This design comes from an exercise in tuning for small area, a short achievable clock period and few clock cycles per item on the open sky130 flow, not from production work. The RTL was checked by simulation tests, not by an equivalence proof against the original design. Power figures rest on the tool's default switching activity, not on a simulated workload.

### flow/design.v
module babe_dectree (
    input  wire        clk,
    input  wire        rst,
    input  wire        start,
    input  wire        first,
    input  wire [15:0] img_w,
    input  wire [15:0] stripe_y,
    input  wire [15:0] stripe_h,
    output wire        busy,
    output wire        fault,
    input  wire        in_valid,
    input  wire [7:0]  in_data,
    output wire        in_ready,
    output wire        job_valid,
    input  wire        job_ready,
    output wire [15:0] job_x,
    output wire [15:0] job_y,
    output wire [15:0] job_w,
    output wire [15:0] job_h,
    output wire [23:0] job_pal,
    output wire [7:0]  job_idx
);
    localparam BW  = 18;         
    localparam LIM = BW - 8;     
    reg        walking;          
    reg        busy_r;
    reg        fault_r;
    reg        ir;               
    reg [BW-1:0] bb;
    reg [4:0]    c;
    reg [15:0] xe, ye, w, h;
    reg        nge, nun, nfun;
    reg [4:0]  nd;               
    reg [4:0]  na;               
    reg [15:0] gw, gh;
    reg [3:0]  mw, mh;
    reg        tv;
    reg        tdir;             
    reg        tge, tun, tfun;
    reg [4:0]  td;               
    reg [4:0]  ta;
    reg [15:0] tvw, tvh;
    reg        tiw, tih;
    reg        p2v;
    reg [4:0]  p2;
    reg [4:0]  p2a, p2b;
    reg [31:0] prest;            
    reg [31:0] s_dir;            
    reg [31:0] s_pw, s_ph;       
    reg [31:0] s_ge;             
    reg [4:0]  s_a [1:7];        
    reg        jv;
    reg [15:0] jx, jy, jw, jh;
    reg [7:0]  ji;
    reg [31:0] ord;
    function need_fn;            
        input [4:0] cc;
        input [10:0] bt;         
        input       tvalid, un, fun;
        begin
            need_fn = 1'b0;
            if (cc == 5'd0)
                need_fn = 1'b1;
            else if (bt[10]) begin                       
                if (cc < 5'd9)        need_fn = 1'b1;
                else if (!tvalid)     need_fn = 1'b0;
                else if (cc == 5'd9)  need_fn = 1'b1;
                else                  need_fn = bt[1] && (cc < 5'd18);
            end else if (!un) begin                      
                if (cc == 5'd1)       need_fn = 1'b1;
                else if (bt[9]) begin                    
                    if (cc < 5'd11)   need_fn = 1'b1;
                    else              need_fn = bt[0] && (cc < 5'd19);
                end else if (!fun) begin                 
                    if (cc == 5'd2)   need_fn = 1'b1;
                    else              need_fn = bt[8] && (cc < 5'd11);
                end
            end
        end
    endfunction
    function [15:0] inc16;       
        input [15:0] v;
        input        i;
        integer j;
        begin
            for (j = 0; j < 16; j = j + 1)
                inc16[j] = v[j] ^ (i & (&(v | ~((16'd1 << j) - 16'd1))));
        end
    endfunction
    function [3:0] msb16;        
        input [15:0] v;
        integer j;
        begin
            msb16 = 4'd0;
            for (j = 0; j < 16; j = j + 1)
                if (v[j]) msb16 = j;
        end
    endfunction
    function [2:0] cnt4;         
        input [3:0] m;
        begin
            cnt4[0] = ^m;
            cnt4[2] = &m;
            cnt4[1] = ((m[0] & m[1]) | (m[2] & m[3]) | ((m[0] ^ m[1]) & (m[2] ^ m[3]))) & ~(&m);
        end
    endfunction
    function [4:0] add53;        
        input [4:0] g;
        input [2:0] l;
        reg [2:0] p, k;
        reg c1, c2, c3, c4;
        begin
            p = g[2:0] ^ l;
            k = g[2:0] & l;
            c1 = k[0];
            c2 = k[1] | (p[1] & k[0]);
            c3 = k[2] | (p[2] & k[1]) | (p[2] & p[1] & k[0]);
            c4 = g[3] & c3;
            add53 = {g[4] ^ c4, g[3] ^ c3, p[2] ^ c2, p[1] ^ c1, p[0]};
        end
    endfunction
    function ge17;               
        input [16:0] a, b;
        reg [31:0] gt, eq;
        integer l, j;
        begin
            gt = {15'd0, a & ~b};
            eq = {15'h7fff, ~(a ^ b)};
            for (l = 1; l < 32; l = l * 2)
                for (j = 0; j < 32; j = j + 2 * l) begin
                    gt[j] = gt[j + l] | (eq[j + l] & gt[j]);
                    eq[j] = eq[j + l] & eq[j];
                end
            ge17 = gt[0] | eq[0];
        end
    endfunction
    function is1;                
        input [15:0] v;
        input        i;
        is1 = i ? (v == 16'd0) : (v == 16'd1);
    endfunction
    function is23;               
        input [15:0] v;
        input        i;
        is23 = i ? (v == 16'd1 || v == 16'd2) : (v == 16'd2 || v == 16'd3);
    endfunction
    wire [15:0] w_lo = w >> 1;
    wire [15:0] h_lo = h >> 1;
    wire [15:0] w_hi = inc16(w_lo, w[0]);
    wire [15:0] h_hi = inc16(h_lo, h[0]);
    wire [15:0] fw = nge ? w_lo : w;
    wire [15:0] fh = nge ? h : h_lo;
    wire [15:0] sw = nge ? w_hi : w;
    wire [15:0] sh = nge ? h : h_hi;
    wire [16:0] fa_op = nge ? {1'b0, w} : {w, 1'b1};
    wire [16:0] fb_op = nge ? {h, 1'b0} : {1'b0, h};
    wire f_ge = ge17(fa_op, fb_op);
    wire [15:0] hlow;            
    genvar gi;
    generate
        for (gi = 0; gi < 16; gi = gi + 1) begin : hl
            if (gi == 0) assign hlow[gi] = 1'b1;
            else         assign hlow[gi] = ~(|h[gi-1:0]);
        end
    endgenerate
    wire w_lo_p1_h = &(~((w_lo ^ h) ^ hlow));      
    wire s_ge_n = nge ? (f_ge || (w[0] && w_lo_p1_h)) : ge17({w, 1'b0}, {1'b0, h});
    wire f_fun = (is23(fw, 1'b0) && is1(fh, 1'b0)) || (is1(fw, 1'b0) && is23(fh, 1'b0));
    wire s_fun = (is23(sw, 1'b0) && is1(sh, 1'b0)) || (is1(sw, 1'b0) && is23(sh, 1'b0));
    wire s_un  = (w == 16'd2 && h == 16'd1) || (w == 16'd1 && h == 16'd2);
    wire b0  = bb[BW-1];
    wire b1  = bb[BW-2];
    assign in_ready = ir;
    wire load = ir && in_valid;
    wire [BW+7:0] av = {bb, 8'd0} | (load ? ({in_data, {BW{1'b0}}} >> c) : {(BW+8){1'b0}});
    wire job_free = !jv || job_ready;
    wire c0 = (c == 5'd0);
    wire t_int   = c0 ? (load && !in_data[7]) : !b0;
    wire st_fault = walking && t_int && nun;
    wire st_merge = walking && !c0 && !b0 && b1 && !nun && (c >= 5'd2) &&
                    ((c >= 5'd10) || load) && job_free;
    wire st_desc  = walking && t_int && !nun && !st_merge;
    wire st_leaf  = walking && !c0 && b0 && ((c >= 5'd9) || load) && job_free;
    wire st_pop   = st_leaf && tv;
    wire [4:0] cl = load ? c + 5'd8 : c;
    reg [BW+7:0] avs;
    reg [4:0]    c_nx;
    always @(*) begin
        if (st_merge)                  begin avs = av << 10; c_nx = cl - 5'd10; end
        else if (st_leaf)              begin avs = av << 9;  c_nx = cl - 5'd9;  end
        else if (st_desc || st_fault)  begin avs = av << 1;  c_nx = cl - 5'd1;  end
        else                           begin avs = av;       c_nx = cl;         end
    end
    wire [15:0] t_w = tvw + {15'd0, tiw};
    wire [15:0] t_h = tvh + {15'd0, tih};
    wire [15:0] r_vw = p2a[4] ? 16'd0 : (gw >> p2a[3:0]);
    wire [15:0] r_vh = p2b[4] ? 16'd0 : (gh >> p2b[3:0]);
    wire        r_iw = s_pw[p2] ^ r_vw[0];
    wire        r_ih = s_ph[p2] ^ r_vh[0];
    wire        w_0  = p2a > {1'b0, mw};
    wire        w_1  = p2a == {1'b0, mw};
    wire        w_23 = p2a + 5'd1 == {1'b0, mw};
    wire        h_0  = p2b > {1'b0, mh};
    wire        h_1  = p2b == {1'b0, mh};
    wire        h_23 = p2b + 5'd1 == {1'b0, mh};
    wire        r_w1  = r_iw ? w_0 : w_1;
    wire        r_h1  = r_ih ? h_0 : h_1;
    wire        r_w23 = r_iw ? (w_1 || (w_23 && !r_vw[0])) : w_23;
    wire        r_h23 = r_ih ? (h_1 || (h_23 && !r_vh[0])) : h_23;
    wire        r_un  = r_w1 && r_h1;
    wire        r_fun = (r_w23 && r_h1) || (r_w1 && r_h23);
    wire [7:0]  g_any;
    wire [1:0]  g_j  [0:7];
    wire [2:0]  g_la [0:7];
    wire [2:0]  g_lb [0:7];
    genvar gk;
    generate
        for (gk = 0; gk < 8; gk = gk + 1) begin : grp
            wire [3:0] pr = prest[4*gk +: 4];
            wire [3:0] dr = s_dir[4*gk +: 4];
            wire [3:0] m  = {pr[3], |pr[3:2], |pr[3:1], 1'b1};
            assign g_any[gk] = |pr;
            assign g_j[gk]   = pr[3] ? 2'd3 : pr[2] ? 2'd2 : pr[1] ? 2'd1 : 2'd0;
            assign g_la[gk]  = cnt4(dr & m);
            assign g_lb[gk]  = cnt4(~dr & m);
        end
    endgenerate
    reg [31:0] q_h;
    reg [4:0]  q_d;
    reg [4:0]  q_base, q_bb;
    reg [2:0]  q_loc, q_lb;
    integer i, k;
    always @(*) begin
        q_h = 32'd0;
        q_d = 5'd0;
        q_base = 5'd0;
        q_bb = 5'd0;
        q_loc = 3'd0;
        q_lb = 3'd0;
        for (k = 0; k < 8; k = k + 1)
            if (g_any[k] && !(|(g_any >> (k + 1)))) begin
                q_h[4*k + g_j[k]] = 1'b1;
                q_d = q_d | (4 * k + g_j[k]);
                if (k != 0) begin
                    q_base = q_base | s_a[k == 0 ? 1 : k];
                    q_bb   = q_bb | (4 * k - s_a[k == 0 ? 1 : k]);
                end
                q_loc = q_loc | g_la[k];
                q_lb  = q_lb | g_lb[k];
            end
    end
    wire       q_v = |prest;
    wire [4:0] q_a = add53(q_base, q_loc);
    wire [4:0] q_b = add53(q_bb, q_lb);
    wire [15:0] xe_t = xe + tvw + {15'd0, tiw};
    wire [15:0] ye_t = ye + tvh + {15'd0, tih};
    wire [15:0] xe_f = xe + ~w_lo + {15'd0, !w[0]};
    wire [15:0] ye_f = ye + ~h_lo + {15'd0, !h[0]};
    wire [15:0] x_n  = xe - w;
    wire [15:0] y_n  = ye - h;
    wire walk_next = (st_fault || (st_leaf && !tv)) ? 1'b0 :
                     (!busy_r && start) ? 1'b1 : walking;
    wire jv_next   = st_leaf || st_merge || (jv && !job_ready);
    reg        tv_nx, un_nx, fun_nx;
    reg [4:0]  cs_nx;
    reg [BW-1:0] bs_nx;
    always @(*) begin
        tv_nx  = tv;
        un_nx  = nun;
        fun_nx = nfun;
        cs_nx  = c_nx;
        bs_nx  = avs[BW+7:8];
        if (!busy_r && start) begin
            tv_nx  = 1'b0;
            un_nx  = (img_w == 16'd1) && (stripe_h == 16'd1);
            fun_nx = (is23(img_w, 1'b0) && is1(stripe_h, 1'b0)) ||
                     (is1(img_w, 1'b0) && is23(stripe_h, 1'b0));
            if (first) begin
                cs_nx = 5'd0;
                bs_nx = {BW{1'b0}};
            end
        end
        if (st_desc) begin
            tv_nx  = 1'b1;
            un_nx  = nfun;
            fun_nx = f_fun;
        end
        if (st_merge) begin
            un_nx  = s_un;
            fun_nx = s_fun;
        end
        if (st_pop) begin
            tv_nx  = p2v;
            un_nx  = tun;
            fun_nx = tfun;
        end
    end
    always @(posedge clk) begin
        if (rst) begin
            walking <= 1'b0;
            busy_r  <= 1'b0;
            fault_r <= 1'b0;
            jv      <= 1'b0;
            ir      <= 1'b0;
        end else begin
            walking <= walk_next;
            jv      <= jv_next;
            if (!busy_r) busy_r <= start;
            else         busy_r <= walk_next || jv_next;
            if (!busy_r)
                ir <= start && (first || c0);
            else
                ir <= walk_next && (cs_nx <= LIM) &&
                      need_fn(cs_nx, bs_nx[BW-1:BW-11], tv_nx, un_nx, fun_nx);
            bb  <= bs_nx;
            c   <= cs_nx;
            tv  <= tv_nx;
            nun <= un_nx;
            nfun <= fun_nx;
            if (jv && job_ready) ord <= ord + 32'd1;
            if (!busy_r && start) begin
                fault_r <= 1'b0;
                xe  <= img_w;
                ye  <= stripe_y + stripe_h;
                w   <= img_w;
                h   <= stripe_h;
                nge <= ge17({1'b0, img_w}, {1'b0, stripe_h});
                gw  <= img_w;
                gh  <= stripe_h;
                mw  <= msb16(img_w);
                mh  <= msb16(stripe_h);
                nd  <= 5'd0;
                na  <= 5'd0;
                p2v <= 1'b0;
                prest <= 32'd0;
                if (first) ord <= 32'd0;
            end
            if (st_fault) fault_r <= 1'b1;
            if (st_desc || st_merge) begin
                s_dir[nd] <= nge;
                if (nd[1:0] == 2'd0 && nd[4:2] != 3'd0)
                    s_a[nd[4:2]] <= na;
                nd <= nd + 5'd1;
                na <= na + {4'd0, nge};
            end
            if (st_desc) begin
                if (p2v) prest[p2] <= 1'b1;
                s_pw[nd] <= sw[0];
                s_ph[nd] <= sh[0];
                s_ge[nd] <= s_ge_n;
                tdir <= nge;
                tge  <= s_ge_n;
                tun  <= s_un;
                tfun <= s_fun;
                td   <= nd;
                ta   <= na + {4'd0, nge};
                tvw  <= sw;
                tvh  <= sh;
                tiw  <= 1'b0;
                tih  <= 1'b0;
                p2v  <= tv;
                p2   <= td;
                p2a  <= ta;
                p2b  <= td + 5'd1 - ta;
                if (nge) begin w <= w_lo; xe <= xe_f; end
                else     begin h <= h_lo; ye <= ye_f; end
                nge <= f_ge;
            end
            if (st_merge) begin
                jx <= x_n;
                jy <= y_n;
                jw <= fw;
                jh <= fh;
                ji <= av[BW+5:BW-2];
                if (nge) w <= w_hi;
                else     h <= h_hi;
                nge <= s_ge_n;
            end
            if (st_leaf) begin
                jx <= x_n;
                jy <= y_n;
                jw <= w;
                jh <= h;
                ji <= av[BW+6:BW-1];
            end
            if (st_pop) begin
                if (tdir) xe <= xe_t;
                else      ye <= ye_t;
                w   <= t_w;
                h   <= t_h;
                nge <= tge;
                nd  <= td + 5'd1;
                na  <= ta;
                prest <= prest & ~q_h;
                tdir <= s_dir[p2];
                tge  <= s_ge[p2];
                tun  <= r_un;
                tfun <= r_fun;
                td   <= p2;
                ta   <= p2a;
                tvw  <= r_vw;
                tvh  <= r_vh;
                tiw  <= r_iw;
                tih  <= r_ih;
                p2v  <= q_v;
                p2   <= q_d;
                p2a  <= q_a;
                p2b  <= q_b;
            end
        end
    end
    assign busy      = busy_r;
    assign fault     = fault_r;
    assign job_valid = jv;
    assign job_x     = jx;
    assign job_y     = jy;
    assign job_w     = jw;
    assign job_h     = jh;
    assign job_pal   = ord[31:8];
    assign job_idx   = ji;
endmodule
### flow/run.sh
#!/bin/bash
# synth_recipe.tcl (not shown) runs the flow's synth.tcl, then flattens the netlist and writes it again
# the make line also repeats each setting of config.mk as NAME=value (left out here)
make -C /OpenROAD-flow-scripts/flow DESIGN_CONFIG=/design/flow/config.mk WORK_HOME=/design/flow/orfs CLKGATE_MAP_FILE= SYNTH_SCRIPT=/design/flow/synth_recipe.tcl finish
### flow/config.mk
export PLATFORM = sky130hd
export DESIGN_NAME = babe_dectree
export DESIGN_NICKNAME = babe_dectree
export VERILOG_FILES = /design/flow/design.v
export SDC_FILE = /design/flow/constraint.sdc
export NUM_CORES = 4
export LEC_CHECK = 0
export CAP_MARGIN = 20
export CORE_MARGIN = 2
export CORE_UTILIZATION = 40
export PLACE_DENSITY = 0.6
export SETUP_SLACK_MARGIN = 2.0
export SLEW_MARGIN = 20
### flow/constraint.sdc
create_clock -name core_clock -period 6.0 [get_ports {clk}]
set_input_delay 1.2000 -clock core_clock [delete_from_list [all_inputs] [get_ports {clk}]]
set_output_delay 1.2000 -clock core_clock [all_outputs]
set_load 0.01 [all_outputs]
==> results.toml, run 1 <==
[outcome]
status = "no timing/DRC/antenna violations"

[placed_design]
finalWeightedCongestion = 0.9777
portBuffers = 161
hpwl_um = 96030

[die]
initial_core_util_pct = 40.21
die_h_um = 312.4
die_area_mm2 = 0.09758
die_w_um = 312.4
fp-row-count = 113
coreArea_mm2 = 0.09459
ios = 162

[sta]
whs_ns = 0.5518
final_hold_viol_count = 0
period_needed_ns = 3.929
fin_setup_tns_ns = 0
fmaxAchievable_ghz = 0.2545
post-route-period-util_pct = 65.49
drv_slew = 0
rsz0062_at_grt = "yes"
worstMarginPinSlew_ns = 1.032
fin_skew_ns = 0.03597
setup_viol = 0
relSlewSlack_pct = 30.53

[clock_tree]
clk_path_buf_depth = 3
clk_latency_ns = 0.67
cts-root-buf = "clkbuf_16"
htreeDepth = 2
cts_sinks = 509
clk_pin_slew_worst_paths_ns = 0.06
cts_buffers = 60
cts_tree = "built"
ctsHoldBuffers = 0

[critical_path]
cp-end-kind = "flop"
cp_cell_sequence = "buf_4 -> and4_1 -> nand3_2 -> a2111oi_1 -> nand4_1 -> nor4_2 -> nor2_1 -> o31ai_1 -> nor2b_1 -> o211ai_1"
start_kind = "flop"
worstPathMaxFanout = 16
path_depth = 10
critPathMaxStageDelay_ns = 0.78
arrival_ns = 4.47
crit_slowest_cell = "a2111oi_1"
startpoint = "h[1]"
rr_worst_depth = 10
crit_family = "simple AND/OR/NAND/NOR gates"
critPathRequiredTime_ns = 6.54
rr_startpoint = "h[1]"
path_buf_inv = 1
critical_path_class = "flop to flop"

[yosys]
ys.warnings.count = 1
yosys_most_used_dff = "edfxtp_1"
avgSynthCellArea_um2 = 9.323
synth-edff-count = 504
syn_inst = 4080
synthesis.nets = 4417
synthArstFlopShare_pct = 0
ys_seq_area_share_pct = 40.05
syn_area_mm2 = 0.03804
synth_cell_types = 94
synth_seq_cells = 509

[layout]
finish.net_count = 4529
most-common-layout-cells = "edfxtp_1 (504), nand2_1 (496), o21ai_0 (342)"
antenna_cells = 0
drive_above_1_share_pct = 8.915
final-seq-area_mm2 = 0.01523
syn_to_final_growth_pct = 14.68
multi_input_area_mm2 = 0.02144
postLayoutCoreUtil_pct = 46.12
fill_cells = 9024
final_common_cell = "edfxtp_1"

[route]
antenna_left = 0
wl_per_cell_um = 23.80
dr.pass1.iters = 9
via_per_inst = 6.084
wl_um = 131000
vias = 33492
drt-initial-drc-count = 4158
drc = 0

[min_path]
hold_path.class = "flop to flop"
holdPathStages = 2
min_from = "s_ge[23]"

[grt]
overflow = 0
grt_pass1_wl_um = 195600
grt_pass1_vias = 31163
grt_use_total_pct = 25.91
grt_max_degree = 83
antenna_found_initial = 4

[pwr]
leakagePower_nw = 16.21
p_total_w = 0.01209
powerDensity_mw_per_mm2 = 277.3
peakVddDrop_mv = 0.2377

[flow_run]
maxCapViolCount = 0
cells by family (layout without fill, tap and decap cells):
family | after synthesis | in the layout | share of synthesized area, %
compound gates | 1131 | 1131 | 18.66
xor+xnor | 203 | 203 | 4.674
fa+ha+maj | 275 | 275 | 9.322
buf+inv | 410 | 570 | 4.401
flops | 509 | 509 | 40.05
mux | 131 | 131 | 5.329
simple gates | 1421 | 1421 | 17.57
per-layer routing:
metal | track usage [%] | share of wire (%) | vias up
met5 | 0 | 0.021 | -
met3 | 3.729 | 8.4 | 270
met2 | 40.70 | 45 | 1625
met1 | 35.90 | 42 | 16094
met4 | 10.64 | 4.2 | 4
li1 | - | - | 15499
synth_stat cells (28+ instances only):
library cell	number	area share, %
nor2_1	334	3.3
or3_1	29	0.48
buf_1	45	0.44
o211ai_1	47	0.93
a31oi_1	28	0.46
a211oi_1	29	0.57
xnor2_1	116	2.7
nor2b_1	82	1.3
nor3_1	101	1.3
o22ai_1	62	1.0
nand4_1	42	0.69
a21oi_1	301	4.0
clkbuf_1	139	1.4
nand3_1	157	2.1
a32o_1	33	0.87
nand2_1	498	4.9
a21o_1	34	0.67
o21ai_0	346	4.6
mux2i_1	54	1.4
inv_1	164	1.6
mux4_2	55	3.3
xor2_1	87	2.0
ha_1	261	8.6
buf_2	30	0.39
nor4_1	32	0.53
edfxtp_1	504	40
registers in the layout (all words and copies together), names as in the netlist, 8 cells and up:
signal	cells
s_a	35
ord	32
prest	32
s_dir	32
s_ge	32
s_ph	32
s_pw	32
bb	18
gh	16
gw	16
h	16
jh	16
jw	16
jx	16
jy	16
tvh	16
tvw	16
w	16
xe	16
ye	16
ji	8
where the power goes:
part	leakage [nW]	internal [W]	switching, W
combinational	10.5	0.00140	0.00224
clock	0.985	0.00226	0.00161
sequential	4.76	0.00428	0.000302
path summary, 6_finish.rpt:
path,to,slack (ns)
max,ir,2.07
min,s_ge[23],0.55
min reg2reg,s_ge[23],0.55
max reg2reg,ir,2.07
worst min-delay path, cell delays in order (launching register included):
cell and delay, ns:
edfxtp_1 0.33, nand2_1 0.05, o21ai_0 0.06
cell type report:
class / instances / area share [%]
Clock inverter: 40 / 1.113
Tap cell: 1265 / 3.628
Timing Repair Buffer: 290 / 6.181
Inverter: 170 / 1.477
Clock buffer: 70 / 3.528
Sequential cell: 509 / 34.93
Multi-Input combinational cell: 3161 / 49.15
per-stage QoR:
step                      area [um^2]  worst slack [ns]  cells
final                           43620             2.071   5505
after global routing            43620             1.968   5505
after global placement          40910             1.332   5342
after detailed placement        40910             1.298   5342
after CTS                       43250             2.015   5477
after floorplan                 38100             1.849   4080
repair_timing:
| action | 4_1_cts | 5_1_grt |
|---|---|---|
| gates cloned | 1 | 1 |
| setup endpoints to repair | 326 | 312 |
| setup buffers | 24 | 27 |
| pin swaps | 0 | 3 |
| endpoints found under the hold margin | 0 | 0 |
| resized for setup | 26 | 33 |
Testbench counts, summed over its fixed seeds: cycles 11,584, jobs 6,997.
==> run 2: changes to the inputs <==
--- a/flow/config.mk
+++ b/flow/config.mk
@@ -9,5 +9,5 @@
 export CORE_MARGIN = 2
 export CORE_UTILIZATION = 40
 export PLACE_DENSITY = 0.6
-export SETUP_SLACK_MARGIN = 2.0
+export SETUP_SLACK_MARGIN = 2.2
 export SLEW_MARGIN = 20
==> run 2 against run 1 <==
  * Global-route usage rose by 0.37 points
  * Largest power group unchanged
  * Sequential cell count is the same
  * Die area unchanged
  * Sequential share of layout area decreased by 0.38 points
  * Core utilization grew 0.50 points
  * Highest routed layer unchanged
  * Hold slack lost 0.045 ns
==> results.toml, run 2 <==
[sta]
worstMarginPinSlew_ns = 1.026
final_hold_viol_count = 0
fin_setup_tns_ns = 0
fmaxAchievable_ghz = 0.2587
setup_viol = 0
fin_skew_ns = 0.02421
post-route-period-util_pct = 64.43
fin_ws_ns = 2.134
rsz0062_at_grt = "yes"
drv_slew = 0
relSlewSlack_pct = 31.58
period_needed_ns = 3.866

[placed_design]
place_ws_ns = 1.333
portBuffers = 161
hpwl_um = 95640
place_inst = 5332
finalWeightedCongestion = 0.9738

[clock_tree]
cts_buffers = 61
cts_tree = "built"
cts-root-buf = "clkbuf_16"
clk_pin_slew_worst_paths_ns = 0.06
clk_path_buf_depth = 3
htreeDepth = 2
clk_latency_ns = 0.68
ctsHoldBuffers = 0
cts_sinks = 509

[layout]
fill_cells = 8962
largest_reg_flops = 35
drive_above_1_share_pct = 10.55
multi_input_area_mm2 = 0.02172
syn_to_final_growth_pct = 15.93
instances_no_fill = 5532
final_common_cell = "edfxtp_1"
finish.net_count = 4556
final-seq-area_mm2 = 0.01523
most-common-layout-cells = "edfxtp_1 (504), nand2_1 (493), o21ai_0 (335)"

[critical_path]
cp-end-kind = "flop"
start_kind = "flop"
worstPathMaxFanout = 4
critical_path_class = "flop to flop"
arrival_ns = 4.27
critPathRequiredTime_ns = 6.40

[die]
die_w_um = 312.4
die_h_um = 312.4
fp-row-count = 113
initial_core_util_pct = 40.21
die_area_mm2 = 0.09758
coreArea_mm2 = 0.09459
ios = 162

[yosys]
syn_area_mm2 = 0.03804
synth_area_leaders = "edfxtp_1 (40%), ha_1 (8.6%), nand2_1 (4.9%), o21ai_0 (4.6%), a21oi_1 (4.0%)"
synth_simple_gate_area_share_pct = 17.57
yosys.area.top_type_share_pct = 39.79
avgSynthCellArea_um2 = 9.323
synth_seq_cells = 509
synth_compound_area_share_pct = 18.66
synth_top_family_by_area = "compound AO/OA/AOI/OAI gates"
yosys_most_used_dff = "edfxtp_1"
synthesis.nets = 4417
synthArstFlopShare_pct = 0
synth_area_leader_cell = "edfxtp_1"
synth_xor_area_share_pct = 4.674
muxShareOfSynthArea_pct = 5.329
synth-edff-count = 504
synth-adder-area-share_pct = 9.322
ys_seq_area_share_pct = 40.05
synth_commonest_cells = "edfxtp_1 (504), nand2_1 (498), o21ai_0 (346)"
syn_inst = 4080
ys.warnings.count = 1
synth_cell_types = 94
synth.most_common_cell = "edfxtp_1"

[flow_run]
maxCapViolCount = 0

[outcome]
status = "no timing/DRC/antenna violations"

[pwr]
p_total_w = 0.01213
peakVddDrop_mv = 0.2539
powerDensity_mw_per_mm2 = 275.0
leakagePower_nw = 16.38

[grt]
grt_max_degree = 97
grt_pass1_wl_um = 197800
overflow = 0
antenna_found_initial = 3
grt_pass1_vias = 31301
grt_use_total_pct = 26.29

[min_path]
hold_path.class = "flop to flop"

[route]
antenna_left = 0
dr.pass1.iters = 7
via_per_inst = 6.104
drt-initial-drc-count = 3975
wl_per_cell_um = 24.10
wl_um = 133300
vias = 33770
drc = 0
run 2: changes by cell type in the layout (fill, tap and decap cells not counted), sizes merged, moves of 2 or more:
cell	before	now
buf	127	153
bufinv	10	7
clkbuf	71	78
clkinv	30	26
inv	166	164
run 2: critical path, stage by stage, from the launching register on:
cell and delay [ns]:
edfxtp_1 0.46, nor3_2 0.18, buf_4 0.16, buf_4 0.10, nor2b_1 0.04, ha_1 0.27
ha_2 0.17, nor3_2 0.14, a21oi_1 0.06, nand2_1 0.07, o211ai_1 0.13, a221o_1 0.32
a221oi_2 0.30, o21ai_2 0.13, ha_1 0.28, a21o_1 0.15, a21o_1 0.18, ha_2 0.18
xor2_2 0.19, o21ai_1 0.08
run 2: worst paths after layout:
path	slack (ns)	start	cells past startpoint	end
setup / recovery	2.13	prest[31]	19	p2a[4]
hold / removal	0.51	fault_r	2	fault_r
setup reg to reg	2.13	prest[31]	19	p2a[4]
hold reg to reg	0.51	fault_r	2	fault_r
run 2: per-stage QoR:
stage / util (%) / instance area [um^2] / hold slack [ns]
6_report: 46.62 / 44100 / 0.5065
5_1_grt: 46.62 / 44090 / 0.5338
4_1_cts: 45.97 / 43490 / 0.5249
3_5_place_dp: 43.25 / 40910 / 0.5164
3_3_place_gp: 43.25 / 40910 / 0.5097
2_1_floorplan: - / 38240 / 0.4805
run 2: cells by family (layout without fill, tap and decap cells):
| family | after synthesis | in the layout |
|---|---|---|
| buf+inv | 410 | 596 |
| xor+xnor | 203 | 203 |
| fa+ha+maj | 275 | 275 |
| compound gates | 1131 | 1131 |
| simple gates | 1421 | 1421 |
| flops | 509 | 509 |
| other cells | 0 | 1 |
| mux | 131 | 131 |
run 2: final cells by class:
type / instances / share of cell area, %
multi-input combinational: 3161 / 49.25
sequential: 509 / 34.55
timing repair buffer: 316 / 6.648
clock buffer: 78 / 3.655
tap: 1265 / 3.589
inverter: 170 / 1.498
clock inverter: 32 / 0.8087
antenna: 1 / 0.005675
run 2: what timing repair did:
item,CTS,global route
gates resized for setup,55,68
gates cloned,2,0
endpoints found under the setup margin,280,175
buffers inserted,45,42
pin swaps,12,24
run 2: metal layers:
metal / vias up / routed length [um] / track usage, %
met5: - / 35 / 0
met4: 6 / 4882 / 9.255
met3: 263 / 11460 / 4.380
met2: 1681 / 60360 / 41.56
met1: 16246 / 56570 / 36.39
li1: 15574 / - / -
run 2: power breakdown:
group	internal [W]	switching, W	leakage [nW]
sequential	0.00428	0.000294	4.76
clock	0.00218	0.00159	0.950
combinational	0.00145	0.00232	10.7
==> run 3: changes to the inputs <==
--- a/flow/config.mk
+++ b/flow/config.mk
@@ -9,5 +9,5 @@
 export CORE_MARGIN = 2
 export CORE_UTILIZATION = 40
 export PLACE_DENSITY = 0.6
-export SETUP_SLACK_MARGIN = 2.2
+export SETUP_SLACK_MARGIN = 2.4
 export SLEW_MARGIN = 20
==> run 3 against run 2 <==
  * Final area grew 2.1%
  * Routed wire length grew 0.21%
  * First-iteration DRC count fell by 1.6%
  * Clock-buffer cell count down 4
  * Global-route usage is 0.055 points lower
  * Critical path type unchanged
  * Largest cell class unchanged
==> results.toml, run 3 <==
[sta]
post-route-period-util_pct = 62.16
worstMarginPinSlew_ns = 1.115
drv_slew = 0
setup_viol = 0
fmaxAchievable_ghz = 0.2681
fin_setup_tns_ns = 0
period_needed_ns = 3.730
final_hold_viol_count = 0
fin_ws_ns = 2.270
relSlewSlack_pct = 25.66
rsz0062_at_grt = "yes"
fin_skew_ns = 0.02324

[yosys]
ys_seq_area_share_pct = 40.05
syn_inst = 4080
synth_simple_gate_area_share_pct = 17.57
muxShareOfSynthArea_pct = 5.329
synth.most_common_cell = "edfxtp_1"
synth-adder-area-share_pct = 9.322
yosys.area.top_type_share_pct = 39.79
syn_area_mm2 = 0.03804
synth_area_leaders = "edfxtp_1 (40%), ha_1 (8.6%), nand2_1 (4.9%), o21ai_0 (4.6%), a21oi_1 (4.0%)"
synth_commonest_cells = "edfxtp_1 (504), nand2_1 (498), o21ai_0 (346)"
yosys_most_used_dff = "edfxtp_1"
avgSynthCellArea_um2 = 9.323
synth_cell_types = 94
synth_seq_cells = 509
ys.warnings.count = 1
synth_xor_area_share_pct = 4.674
synth_area_leader_cell = "edfxtp_1"
synthArstFlopShare_pct = 0
synth_compound_area_share_pct = 18.66
synth_top_family_by_area = "compound AO/OA/AOI/OAI gates"
synth-edff-count = 504
synthesis.nets = 4417

[critical_path]
critPathRequiredTime_ns = 6.40
worstPathMaxFanout = 5
cp-end-kind = "flop"
arrival_ns = 4.13
rr_worst_depth = 18
rr_startpoint = "prest[23]"
r2r-end = "p2b[3]"
r2r_setup_slack_ns = 2.27
critical_path_class = "flop to flop"
start_kind = "flop"
crit_path_end = "p2b[3]"
startpoint = "prest[23]"

[pwr]
peakVddDrop_mv = 0.2234
powerDensity_mw_per_mm2 = 274.4
leakagePower_nw = 16.80

[placed_design]
dpl_cell_area_mm2 = 0.04091
portBuffers = 161
place_ws_ns = 1.090
hpwl_um = 95030
finalWeightedCongestion = 0.9630

[route]
drt-initial-drc-count = 3911
vias = 34166
antenna_left = 0
wl_per_cell_um = 23.92
drc = 0
wl_um = 133600
via_per_inst = 6.116
dr.pass1.iters = 8

[clock_tree]
htreeDepth = 2
cts_sinks = 509
clk_pin_slew_worst_paths_ns = 0.06
cts-root-buf = "clkbuf_16"
cts_buffers = 61
cts_tree = "built"
clk_path_buf_depth = 3
clk_latency_ns = 0.68

[grt]
grt_pass1_vias = 31582
grt_use_total_pct = 26.23
grt_max_degree = 73
grt_pass1_wl_um = 197800
antenna_found_initial = 1
overflow = 0

[layout]
largest_reg_flops = 35
postLayoutCoreUtil_pct = 47.62
syn_to_final_growth_pct = 18.40
most-common-layout-cells = "edfxtp_1 (504), nand2_1 (489), o21ai_0 (323)"
final_common_cell = "edfxtp_1"
antenna_cells = 0
drive_above_1_share_pct = 13.31
fin_area_mm2 = 0.04504
finish.net_count = 4613

[die]
coreArea_mm2 = 0.09459
die_w_um = 312.4
ios = 162
fp-row-count = 113
die_h_um = 312.4
die_area_mm2 = 0.09758
initial_core_util_pct = 40.21

[min_path]
min_from = "fault_r"
hold_path.class = "flop to flop"

[outcome]
status = "no timing/DRC/antenna violations"

[flow_run]
maxCapViolCount = 0
[run 3: cell counts after synthesis]
Identical to the previous run, type by type.
[run 3: layer usage]
metal,track usage (%),part of all wire (%)
met1,36.06,42
met2,41.66,46
met3,4.114,8.4
met4,9.910,4.0
met5,0,0.0067
[run 3: area by class of cell]
class                   instances  area (um^2)
fillers                      8863        49550
multi-input cells            3164        22040
clock inverters                34        436.7
repair buffers                370         3498
inverters                     170        670.6
clock buffers                  74         1575
well taps                    1265         1583
flip-flops and latches        509        15230
[run 3: stage by stage]
stage	std cells	hold WS, ns	power (W)
2_1_floorplan	4080	0.4805	0.006963
3_3_place_gp	5330	0.4764	0.008058
3_5_place_dp	5331	0.4722	0.008090
4_1_cts	5517	0.4803	0.01208
5_1_grt	5586	0.4917	0.01289
6_report	5586	0.4742	0.01236
[run 3: repair_timing]
item	CTS	global route
setup endpoints to repair	516	170
gates cloned	4	4
endpoints found under the hold margin	0	0
resized for setup	101	139
hold buffers	0	0
pin swaps	40	38
buffers inserted	74	65
[run 3: power by group]
group          total, W  switching [W]  internal [W]  leakage (nW)
registers       0.00457       0.000283       0.00428          4.76
logic           0.00395        0.00239       0.00156          11.1
clock network   0.00384        0.00160       0.00224         0.965
[run 3: cell families after synthesis]
kind of cell	Yosys count
DFF	509
adders and majority gates	275
buffers and inverters	410
and+or+nand+nor	1421
xor gates and xnor gates	203
AOI/OAI and AO/OA	1131
muxes	131
[run 3: worst max-delay path, cell delays in order, from the launching register on]
cell	delay (ns)
edfxtp_1	0.48
nor3_2	0.21
buf_4	0.16
nor2_2	0.04
ha_1	0.29
ha_2	0.17
nor3_2	0.09
a21oi_1	0.06
nand2_1	0.08
o211ai_1	0.15
a221o_1	0.36
a221oi_2	0.28
o21ai_2	0.11
ha_1	0.28
a21o_1	0.18
a21o_1	0.15
ha_2	0.24
nand2_1	0.06
o21ai_1	0.08
[run 3: worst min path at each step]
stage | to | depth (start not counted)
6_report | fault_r | 2
5_1_grt | fault_r | 2
4_1_cts | fault_r | 2
3_5_place_dp | fault_r | 2
3_3_place_gp | fault_r | 2
2_1_floorplan | fault_r | 2
==> run 4: changes to the inputs <==
--- a/flow/config.mk
+++ b/flow/config.mk
@@ -9,5 +9,5 @@
 export CORE_MARGIN = 2
 export CORE_UTILIZATION = 40
 export PLACE_DENSITY = 0.6
-export SETUP_SLACK_MARGIN = 2.4
+export SETUP_SLACK_MARGIN = 2.5
 export SLEW_MARGIN = 20
==> run 4 against run 3 <==
  * Register-to-register slack gained 0.02 ns
  * Sequential power is essentially flat
  * Highest routed layer unchanged
  * Global-route usage grew 0.12 points
  * First-iteration DRC count shrank 4.7%
  * Non-clock buffer count grew 12
  * Sequential share of layout area shrank 0.23 points
  * Still clean on timing, DRC and antenna
  * Critical path depth shrank 3
  * Combinational power grew 2%
  * Total power grew 0.41%
  * Via count grew 0.39%
==> results.toml, run 4 <==
[outcome]
status = "no timing/DRC/antenna violations"

[pwr]
peakVddDrop_mv = 0.2281
p_total_w = 0.01241
leakagePower_nw = 16.91
powerDensity_mw_per_mm2 = 273.7

[min_path]
holdPathStages = 2
hold_path.class = "flop to flop"

[die]
die_h_um = 312.4
ios = 162
die_w_um = 312.4
die_area_mm2 = 0.09758
initial_core_util_pct = 40.21
coreArea_mm2 = 0.09459
fp-row-count = 113

[sta]
whs_ns = 0.4743
fmaxAchievable_ghz = 0.2693
period_needed_ns = 3.713
rsz0062_at_grt = "yes"
fin_setup_tns_ns = 0
worstMarginPinSlew_ns = 0.9648
drv_slew = 0
post-route-period-util_pct = 61.89
relSlewSlack_pct = 35.68
fin_skew_ns = 0.02661
setup_viol = 0
final_hold_viol_count = 0

[clock_tree]
cts_tree = "built"
htreeDepth = 2
clk_pin_slew_worst_paths_ns = 0.06
clk_latency_ns = 0.67
cts-root-buf = "clkbuf_16"
cts_sinks = 509
cts_buffers = 61
clk_path_buf_depth = 3
ctsHoldBuffers = 0

[critical_path]
rr_startpoint = "prest[26]"
crit_slowest_cell = "edfxtp_1"
r2r-end = "p2a[4]"
r2r_setup_slack_ns = 2.29
cp_cell_sequence = "nor3_4 -> nor2b_1 -> ha_1 -> ha_2 -> o311ai_2 -> o211ai_1 -> a221o_1 -> a221oi_2 -> o21ai_2 -> ha_1 -> a21o_1 -> a21o_1 -> ha_2 -> xor2_1 -> o21ai_1"
cp-end-kind = "flop"
crit_path_end = "p2a[4]"
critical_path_class = "flop to flop"
startpoint = "prest[26]"
start_kind = "flop"
path_buf_inv = 0
path_depth = 15
critPathMaxStageDelay_ns = 0.50
worstPathMaxFanout = 4
critPathRequiredTime_ns = 6.42
rr_worst_depth = 15
arrival_ns = 4.13
crit_family = "compound AO/OA/AOI/OAI gates"

[yosys]
yosys.area.top_type_share_pct = 39.79
syn_area_mm2 = 0.03804
synth_commonest_cells = "edfxtp_1 (504), nand2_1 (498), o21ai_0 (346)"
synthArstFlopShare_pct = 0
syn_inst = 4080
synth_cell_types = 94
synth_area_leader_cell = "edfxtp_1"
synth_area_leaders = "edfxtp_1 (40%), ha_1 (8.6%), nand2_1 (4.9%), o21ai_0 (4.6%), a21oi_1 (4.0%)"
avgSynthCellArea_um2 = 9.323
synthesis.nets = 4417
synth_seq_cells = 509
synth.most_common_cell = "edfxtp_1"
synth-edff-count = 504
ys.warnings.count = 1
ys_seq_area_share_pct = 40.05
yosys_most_used_dff = "edfxtp_1"

[layout]
instances_no_fill = 5597
finish.net_count = 4624
drive_above_1_share_pct = 14.01
most-common-layout-cells = "edfxtp_1 (504), nand2_1 (487), nor2_1 (315)"
syn_to_final_growth_pct = 19.20
antenna_cells = 0
largest_reg_flops = 35
final_common_cell = "edfxtp_1"
fill_cells = 8831

[route]
antenna_left = 0
wl_per_cell_um = 23.97
dr.pass1.iters = 6
drc = 0
vias = 34298
via_per_inst = 6.128
drt-initial-drc-count = 3727
wl_um = 134200

[placed_design]
portBuffers = 161
place_inst = 5331
finalWeightedCongestion = 0.9630
hpwl_um = 95030

[flow_run]
maxCapViolCount = 0

[grt]
grt_pass1_vias = 31738
antenna_found_initial = 1
grt_max_degree = 73
overflow = 0
grt_pass1_wl_um = 198800
grt_use_total_pct = 26.36
run 4: cell families after synthesis:
family / count (synthesis) / share of synthesized area [%]
XOR/XNOR: 203 / 4.674
AND/OR/NAND/NOR: 1421 / 17.57
AO/OA/AOI/OAI: 1131 / 18.66
adder cells (fa/ha/maj): 275 / 9.322
buffers and inverters: 410 / 4.401
multiplexers: 131 / 5.329
flip-flops: 509 / 40.05
run 4: worst min-delay path: stages, from the launching register on:
cell and delay (ns):
dfxtp_1 0.32, nand2_1 0.06, a21oi_1 0.05
run 4: worst min path at each step:
stage          endpoint     from  slack [ns]
2_1_floorplan   fault_r  fault_r        0.48
3_3_place_gp    fault_r  fault_r        0.48
3_5_place_dp    fault_r  fault_r        0.47
4_1_cts         fault_r  fault_r        0.48
5_1_grt         fault_r  fault_r        0.49
6_report        fault_r  fault_r        0.47
run 4: area by class of cell:
type / instances / area, um^2 / area share [%]
flip-flops and latches: 509 / 15230 / 33.60
clock inverters: 34 / 436.7 / 0.9631
inverters: 170 / 676.9 / 1.493
clock buffers: 74 / 1575 / 3.474
multi-input cells: 3163 / 22230 / 49.03
well taps: 1265 / 1583 / 3.491
repair buffers: 382 / 3605 / 7.950
run 4: per-stage QoR:
stage | utilization, % | worst slack (ns) | instance area [um^2]
2_1_floorplan | - | 2.106 | 38240
3_3_place_gp | 43.23 | 1.148 | 40890
3_5_place_dp | 43.25 | 1.090 | 40910
4_1_cts | 46.68 | 2.306 | 44150
5_1_grt | 47.94 | 2.101 | 45340
6_report | 47.94 | 2.287 | 45340
run 4: repair_timing:
action,4_1_cts,5_1_grt
endpoints found under the setup margin,534,217
resized for setup,116,179
pin swaps,45,54
setup buffers,92,58
cloned,4,4
run 4: layer usage:
layer | GRT usage (%) | share of wire [%] | wire, um
met5 | 0 | 0.0067 | 9
met4 | 10.30 | 4.3 | 5823
met3 | 4.035 | 8.5 | 11390
met2 | 41.84 | 45 | 60960
met1 | 36.17 | 42 | 55980
run 4: power by group:
group | switching [W] | internal [W]
Sequential | 0.000277 | 0.00428
Clock | 0.00159 | 0.00224
Combinational | 0.00242 | 0.00159
Total | 0.00429 | 0.00812
==> run 5: changes to the inputs <==
--- a/flow/config.mk
+++ b/flow/config.mk
@@ -8,6 +8,6 @@
 export CAP_MARGIN = 20
 export CORE_MARGIN = 2
 export CORE_UTILIZATION = 40
-export PLACE_DENSITY = 0.6
-export SETUP_SLACK_MARGIN = 2.5
+export PLACE_DENSITY = 0.65
+export SETUP_SLACK_MARGIN = 2.4
 export SLEW_MARGIN = 20
==> run 5 against run 4 <==
  * Routed wire length is 4.2% lower
  * Synthesized cell count unchanged
  * Die area unchanged
  * Sequential power hardly changed
  * First-iteration DRC count up 15%
  * Fmax grew 0.48%
  * Core utilization fell by 0.67 points
==> results.toml, run 5 <==
[sta]
setup_viol = 0
rsz0062_at_grt = "yes"
drv_slew = 0
worstMarginPinSlew_ns = 0.9728
fin_skew_ns = 0.05451
post-route-period-util_pct = 61.59
fmaxAchievable_ghz = 0.2706
relSlewSlack_pct = 35.14
fin_setup_tns_ns = 0
fin_ws_ns = 2.305
final_hold_viol_count = 0
period_needed_ns = 3.695

[layout]
final-seq-area_mm2 = 0.01523
syn_to_final_growth_pct = 17.54
fin_area_mm2 = 0.04471
finish.net_count = 4584
final_common_cell = "edfxtp_1"
most-common-layout-cells = "edfxtp_1 (504), nand2_1 (487), o21ai_0 (327)"
largest_reg_flops = 35
drive_above_1_share_pct = 12.40
fill_cells = 8780
postLayoutCoreUtil_pct = 47.27
antenna_cells = 0
multi_input_area_mm2 = 0.02200

[pwr]
internal_power_w = 0.008030
p_sw_w = 0.004191
switching_share_pct = 34.30
seq_power_share_pct = 37.5
p_comb_share_pct = 31.1
peakVddDrop_mv = 0.2343
powerDensity_mw_per_mm2 = 273.4
leakagePower_nw = 16.62
pwr-share-clk_pct = 31.4

[clock_tree]
clk_pin_slew_worst_paths_ns = 0.07
cts_sinks = 509
cts_tree = "built"
cts_buffers = 58
clk_latency_ns = 0.67
cts-root-buf = "clkbuf_16"
htreeDepth = 2
clk_path_buf_depth = 3
ctsHoldBuffers = 0

[die]
initial_core_util_pct = 40.21
coreArea_mm2 = 0.09459
die_w_um = 312.4
fp-row-count = 113
die_area_mm2 = 0.09758
die_h_um = 312.4
ios = 162

[yosys]
yosys.area.top_type_share_pct = 39.79
synth.most_common_cell = "edfxtp_1"
ys.warnings.count = 1
synth_area_leaders = "edfxtp_1 (40%), ha_1 (8.6%), nand2_1 (4.9%), o21ai_0 (4.6%), a21oi_1 (4.0%)"
synth_seq_cells = 509
yosys_most_used_dff = "edfxtp_1"
syn_area_mm2 = 0.03804
synthesis.nets = 4417
avgSynthCellArea_um2 = 9.323
synth_cell_types = 94
syn_inst = 4080
synthArstFlopShare_pct = 0
synth_commonest_cells = "edfxtp_1 (504), nand2_1 (498), o21ai_0 (346)"
synth-edff-count = 504
synth_area_leader_cell = "edfxtp_1"
ys_seq_area_share_pct = 40.05

[critical_path]
crit_slowest_cell = "edfxtp_1"
path_buf_inv = 0
critical_path_class = "flop to flop"
critPathMaxStageDelay_ns = 0.51
crit_family = "compound AO/OA/AOI/OAI gates"
cp-end-kind = "flop"
cp_cell_sequence = "nor3_4 -> nor2_1 -> ha_1 -> ha_4 -> nor3_4 -> a21oi_2 -> nand2_1 -> o211ai_1 -> a221o_1 -> a221oi_2 -> o21ai_2 -> ha_1 -> a21o_1 -> a21o_1 -> ha_4 -> xor2_1 -> a21oi_1"
start_kind = "flop"
critPathRequiredTime_ns = 6.40
arrival_ns = 4.10
worstPathMaxFanout = 7

[grt]
antenna_found_initial = 3
grt_pass1_vias = 31661
grt_pass1_wl_um = 192400
overflow = 0
grt_use_total_pct = 25.29
grt_max_degree = 54

[outcome]
status = "no timing/DRC/antenna violations"

[placed_design]
dpl_cell_area_mm2 = 0.04094
place_ws_ns = 1.430
portBuffers = 161
finalWeightedCongestion = 0.9972
hpwl_um = 93350

[flow_run]
maxCapViolCount = 0

[route]
wl_um = 128600
vias = 34094
drc = 0
via_per_inst = 6.130
dr.pass1.iters = 7
wl_per_cell_um = 23.12
drt-initial-drc-count = 4271
antenna_left = 0

[min_path]
hold_path.class = "flop to flop"
## run 5: cell counts after synthesis
Identical to the previous run, type by type.
## run 5: metrics by stage
step                      cells  total power [W]  hold WS [ns]
after floorplan            4080         0.006963        0.4805
after global placement     5333         0.008024        0.4907
after detailed placement   5333         0.008061        0.4996
after CTS                  5508          0.01203        0.5087
after global routing       5562          0.01275        0.5218
final                      5562          0.01222        0.4917
## run 5: logic make-up after synthesis
logic type / after synthesis / synth area share (%)
and+or+nand+nor: 1421 / 17.57
buffers and inverters: 410 / 4.401
xor gates and xnor gates: 203 / 4.674
DFF: 509 / 40.05
AOI/OAI and AO/OA: 1131 / 18.66
muxes: 131 / 5.329
adders and majority gates: 275 / 9.322
## run 5: metal layers
layer,track usage [%],vias to the layer above,part of all wire (%)
li1,-,15591,-
met3,4.691,329,9.9
met5,0,-,0.021
met4,10.99,4,4.8
met1,33.59,16216,39
met2,40.35,1954,46
## run 5: final timing paths
kind         slack, ns      start  cells past startpoint  endpoint
min               0.49    fault_r                      2   fault_r
max reg2reg       2.30  prest[23]                     17    p2b[4]
min reg2reg       0.49    fault_r                      2   fault_r
max               2.30  prest[23]                     17    p2b[4]
## run 5: what timing repair did
action / 4_1_cts / 5_1_grt
pin swaps: 31 / 27
resized for setup: 101 / 108
setup buffers: 64 / 53
endpoints found under the setup margin: 440 / 156
cloned: 1 / 1
## run 5: power groups by stage
stage / Combinational [W] / Clock [W] / Sequential, W
after floorplan: 0.00245 / 0 / 0.00451
after global placement: 0.00330 / 0 / 0.00472
after detailed placement: 0.00333 / 0 / 0.00473
after CTS: 0.00356 / 0.00389 / 0.00459
after global routing: 0.00413 / 0.00402 / 0.00461
final: 0.00380 / 0.00383 / 0.00458
## run 5: worst reg2reg max path: stages, from the launching register on
cell and delay, ns:
edfxtp_1 0.51, nor3_4 0.25, nor2_1 0.07, ha_1 0.31, ha_4 0.18, nor3_4 0.17
a21oi_2 0.06, nand2_1 0.07, o211ai_1 0.11, a221o_1 0.30, a221oi_2 0.24, o21ai_2 0.12
ha_1 0.28, a21o_1 0.17, a21o_1 0.21, ha_4 0.16, xor2_1 0.14, a21oi_1 0.08
## run 5: final cells by class
type                            instances  area share (%)
Multi-Input combinational cell       3162           49.21
Sequential cell                       509           34.08
Timing Repair Buffer                  346           7.212
Tap cell                             1265           3.540
Clock buffer                           66           3.314
Inverter                              170           1.497
Clock inverter                         44           1.147

what the ideal ports hide:
In the flow no input, the clock included, has a driving cell. The finished layouts below were timed again as built, in two steps.
Step 1, drivers: a clkbuf_16 drives clk and a buf_2 each remaining input, both assumed.
Step 2 adds t to the input delays and takes it off the output delays; t is the mean of the earliest and latest rising clock arrival at the registers after step 1. Input paths then give back, and output paths get back, about the clock's delay inside the block.
Slacks: ideal / step 1 / step 2; pairs: ideal / step 1.
run	shift t [ns]	setup WS [ns]	worst setup path after step 2
run 1	0.722	2.071 / 2.071 / 1.426	input to register
run 2	0.731	2.134 / 2.134 / 1.552	input to register
run 3	0.730	2.270 / 2.270 / 1.692	input to register
run 4	0.727	2.287 / 2.287 / 1.752	input to register
run 5	0.715	2.305 / 2.305 / 1.797	input to register
After both steps setup and hold are still met in every run listed. For run 1, which loses most, drivers alone change the setup slack by 0.000 ns; drivers and shift together by -0.645 ns.
